This is an optimization exercise on Yosys and OpenROAD, whose aim is small area, a short achievable clock period and few clock cycles per item, not a production implementation. In this exercise RTL edits were held to simulation tests only and were not proved equivalent to the original.

==> flow/design.v (excerpt) <==
module fxu64 (
    input  wire        clk,
    input  wire        rst,
    input  wire        cmd_valid,
    output wire        cmd_ready,
    input  wire [7:0]  cmd_op,
    input  wire [63:0] cmd_a,
    input  wire [63:0] cmd_b,
    input  wire [63:0] cmd_c,
    output wire        busy,
    output reg         done,
    output reg  [63:0] r0,
    output reg  [63:0] r1,
    output reg  [63:0] r2,
    output reg  [7:0]  status
);
    localparam integer DK = 2;              
    localparam integer MUL_CYC   = 8;
    localparam integer FDIV_CYC  = 64 / DK;
    localparam integer SHDIV_CYC = 96 / DK;
    localparam integer DIVW_CYC  = 128 / DK;
    localparam [63:0] NAN  = 64'h8000_0000_0000_0000;
    localparam [63:0] PINF = 64'h7FFF_FFFF_FFFF_FFFF;
    localparam [63:0] NINF = 64'h8000_0000_0000_0001;
    localparam [7:0] ST_OK = 8'h00, ST_ILL = 8'h03, ST_DZ = 8'h04,
                     ST_DZ_ERR = 8'h05, ST_NV = 8'h08, ST_OF = 8'h10;
    reg       busy_r;
    reg       st_pre, st_it, st_fin;
    reg [6:0] cnt;
    assign busy      = busy_r;
    assign cmd_ready = !busy_r && !rst;
    wire i_mulw  = (cmd_op == 8'h00);
    wire i_divw  = (cmd_op == 8'h01);
    wire i_shdiv = (cmd_op == 8'h02);
    wire i_fadd  = (cmd_op == 8'h10);
    wire i_fsub  = (cmd_op == 8'h11);
    wire i_fmul  = (cmd_op == 8'h12);
    wire i_fdiv  = (cmd_op == 8'h13);
    wire i_frem  = (cmd_op == 8'h14);
    wire i_fneg  = (cmd_op == 8'h15);
    wire i_fcmp  = (cmd_op == 8'h16);
    wire i_fclass= (cmd_op == 8'h17);
    wire i_fconst= (cmd_op == 8'h18);
    wire i_mul   = i_mulw | i_fmul;
    wire i_pre   = i_divw | i_fdiv | i_frem;
    wire i_div   = i_pre | i_shdiv;
    wire i_simple = !(i_mul | i_div);
    reg o_mulw, o_fmul, o_divw, o_shdiv, o_fdiv, o_frem;
    reg o_fadd, o_fsub, o_fneg, o_fcmp, o_fclass, o_fconst, o_ill;
    wire o_mul = o_mulw | o_fmul;
    wire last     = (cnt == 7'd0);
    wire mul_it   = st_it && o_mul;
    wire div_it   = st_it && !o_mul;
    wire complete = st_fin;
    always @(posedge clk) begin
        if (rst) begin
            busy_r <= 1'b0;
            st_pre <= 1'b0;
            st_it  <= 1'b0;
            st_fin <= 1'b0;
            done   <= 1'b0;
        end else begin
  ...
Size: about 8600 cells after synthesis, ~510 flip-flops, ~65000 sq um of cells after synthesis.
export LEC_CHECK = 0
export CAP_MARGIN = 35
export CORE_MARGIN = 2
export CORE_UTILIZATION = 35
export PLACE_DENSITY = 0.5
export SLEW_MARGIN = 35
create_clock -name core_clock -period 15.0 [get_ports {clk}]
standard.sh (not shown) runs the stock make flow with config.mk's settings and CLKGATE_MAP_FILE= SYNTH_SCRIPT=/design/flow/synth_recipe.tcl, a recipe that flattens the netlist after the stock synthesis.
==> flow/flow/run.sh <==
#!/bin/bash
# Own flow: the standard layout (standard.sh: standard synthesis, floorplan,
# placement, CTS, routing, finish), unchanged except for two ORFS knobs:
#  - every input and output port still gets its own buffer, but buffer_ports
#    uses sky130_fd_sc_hd__buf_1 instead of its default delay buffer.
# The clock, the SDC and everything else are the standard flow's. make's full output goes
# to run_standard.log; each ORFS step keeps its own log under orfs/logs.
set -euo pipefail
bash standard.sh SETUP_SLACK_MARGIN=8.5 "BUFFER_PORTS_ARGS=-buffer_cell sky130_fd_sc_hd__buf_1" finish > run_standard.log 2>&1
The baseline completed and failed the layout checks on antenna rules.
Testbench counts at the start, summed over its fixed seeds: cycles 34,829, commands 2,400.
Change:
--- a/flow/flow/run.sh
+++ b/flow/flow/run.sh
@@ -8,2 +8,2 @@
 set -euo pipefail
-bash standard.sh SETUP_SLACK_MARGIN=8.5 "BUFFER_PORTS_ARGS=-buffer_cell sky130_fd_sc_hd__buf_1" finish > run_standard.log 2>&1
+bash standard.sh SETUP_SLACK_MARGIN=8.3 "BUFFER_PORTS_ARGS=-buffer_cell sky130_fd_sc_hd__buf_1" finish > run_standard.log 2>&1
Result:
- The new run completed without violations
- non-clock buffer count falls by 27
- maximum frequency falls by about 0.6%
- die area does not change
- design area falls by about 1.4%
- cell count falls by about 0.44%
- utilization falls by 0.60 points

Another version of the RTL of fxu64 (not shown whole).
Size: about 510 flip-flops, about 410 I/O pins, roughly 0.066 sq mm of cells after synthesis.
==> flow/design.v (excerpt) <==
module fxu64 (
    input  wire        clk,
    input  wire        rst,
    input  wire        cmd_valid,
    output wire        cmd_ready,
    input  wire [7:0]  cmd_op,
    input  wire [63:0] cmd_a,
    input  wire [63:0] cmd_b,
    input  wire [63:0] cmd_c,
    output wire        busy,
    output reg         done,
    output reg  [63:0] r0,
    output reg  [63:0] r1,
    output reg  [63:0] r2,
    output reg  [7:0]  status
);
clock: 15.0 ns
lec_check: 0
cap_margin: 35
core_margin: 2
core_utilization: 35
place_density: 0.5
slew_margin: 35
==> flow/flow/run.sh <==
#!/bin/bash
set -euo pipefail
bash standard.sh SETUP_SLACK_MARGIN=8 finish > run_standard.log 2>&1
Testbench counts at the start, summed over its fixed seeds: cycles 34,829, commands 2,400.
Then changed:
==> flow/flow/run.sh (replaced) <==
#!/bin/bash
# Own flow: the standard layout (standard.sh: standard synthesis, floorplan,
# placement, CTS, routing, finish), unchanged except for two ORFS knobs:
#  - every input and output port still gets its own buffer, but buffer_ports
#    uses sky130_fd_sc_hd__buf_1 instead of its default delay buffer.
# The clock, the SDC and everything else are the standard flow's. make's full output goes
# to run_standard.log; each ORFS step keeps its own log under orfs/logs.
set -euo pipefail
bash standard.sh SETUP_SLACK_MARGIN=8.3 "BUFFER_PORTS_ARGS=-buffer_cell sky130_fd_sc_hd__buf_1" finish > run_standard.log 2>&1
The new run passed the timing, DRC and antenna checks.
Via count rose by 0.85%.
Core utilization fell by 0.55 points.
Routed wire length rose by 2.1%.

fxu64 again, from the RTL that the note above started with.
==> flow/design.v (excerpt) <==
module fxu64 (
    input  wire        clk,
    input  wire        rst,
    input  wire        cmd_valid,
    output wire        cmd_ready,
    input  wire [7:0]  cmd_op,
    input  wire [63:0] cmd_a,
    input  wire [63:0] cmd_b,
    input  wire [63:0] cmd_c,
    output wire        busy,
    output reg         done,
    output reg  [63:0] r0,
    output reg  [63:0] r1,
    output reg  [63:0] r2,
    output reg  [7:0]  status
);
==> flow/config.mk <==
export PLATFORM = sky130hd
export DESIGN_NAME = fxu64
export DESIGN_NICKNAME = fxu64
export VERILOG_FILES = /design/flow/design.v
export SDC_FILE = /design/flow/constraint.sdc
export NUM_CORES = 4
export LEC_CHECK = 0
export CAP_MARGIN = 35
export CORE_MARGIN = 2
export CORE_UTILIZATION = 35
export PLACE_DENSITY = 0.5
export SLEW_MARGIN = 35
==> flow/constraint.sdc <==
create_clock -name core_clock -period 15.0 [get_ports {clk}]
set_input_delay 3.0000 -clock core_clock [delete_from_list [all_inputs] [get_ports {clk}]]
set_output_delay 3.0000 -clock core_clock [all_outputs]
set_load 0.01 [all_outputs]
==> flow/flow/run.sh <==
#!/bin/bash
set -euo pipefail
bash standard.sh SETUP_SLACK_MARGIN=8.3 finish > run_standard.log 2>&1
Testbench counts at the start, summed over its fixed seeds: cycles 34,829, commands 2,400.
Then changed:
==> flow/flow/run.sh (replaced) <==
#!/bin/bash
# Own flow: the standard layout (standard.sh: standard synthesis, floorplan,
# placement, CTS, routing, finish), unchanged except for two ORFS knobs:
#  - every input and output port still gets its own buffer, but buffer_ports
#    uses sky130_fd_sc_hd__buf_1 instead of its default delay buffer.
# The clock, the SDC and everything else are the standard flow's. make's full output goes
# to run_standard.log; each ORFS step keeps its own log under orfs/logs.
set -euo pipefail
bash standard.sh SETUP_SLACK_MARGIN=8.3 "BUFFER_PORTS_ARGS=-buffer_cell sky130_fd_sc_hd__buf_1" finish > run_standard.log 2>&1
Settings changed: CORE_UTILIZATION 35 to 40, PLACE_DENSITY 0.5 to 0.6.
What happened:
- synthesized area does not change
- setup slack got worse by 0.33 ns
- core utilization went up by 4.0 points
- critical path depth is higher by 7
- routed wire length decreases by 8.6%
- design area decreases by 4.7%
- sequential share of layout area goes up by 0.79 points
- first-iteration DRC count shrinks by 4.9%
- count of clock-buffer cells in the layout shrinks by 12

==> port drivers added, routing unchanged <==
Ports are ideal in the flow. The routed layouts listed here were re-timed in OpenROAD. Step 1 assumes that a clkbuf_16 drives the clock port and a buf_2 every other input. Step 2 also shifts input and output timing later by t, the mid clock arrival at the registers, as if the neighbouring blocks saw the same clock. Three values: ideal ports, drivers, drivers and shift; two values: the first two.
run | shift t [ns] | setup slack, ns | worst register clock-pin slew, ns | worst data-port slew with drivers (ns)
the first run of note 1 | 0.846 | 7.985 / 7.985 / 7.458 | 0.08 / 0.08 | 0.24
the second run of note 1 | 0.839 | 7.943 / 7.976 / 7.184 | 0.07 / 0.07 | 0.16
the first run of note 2 | 0.873 | 7.762 / 7.762 / 7.390 | 0.08 / 0.08 | 0.12
the second run of note 2 | 0.887 | 8.038 / 8.038 / 7.555 | 0.07 / 0.07 | 0.10
the first run of note 3 | 0.871 | 8.031 / 8.031 / 7.554 | 0.09 / 0.09 | 0.11
the second run of note 3 | 0.847 | 7.706 / 7.706 / 7.442 | 0.07 / 0.07 | 0.34
For the second run of note 1, which loses most, drivers alone change the setup slack by +0.033 ns; drivers and shift together by -0.759 ns.
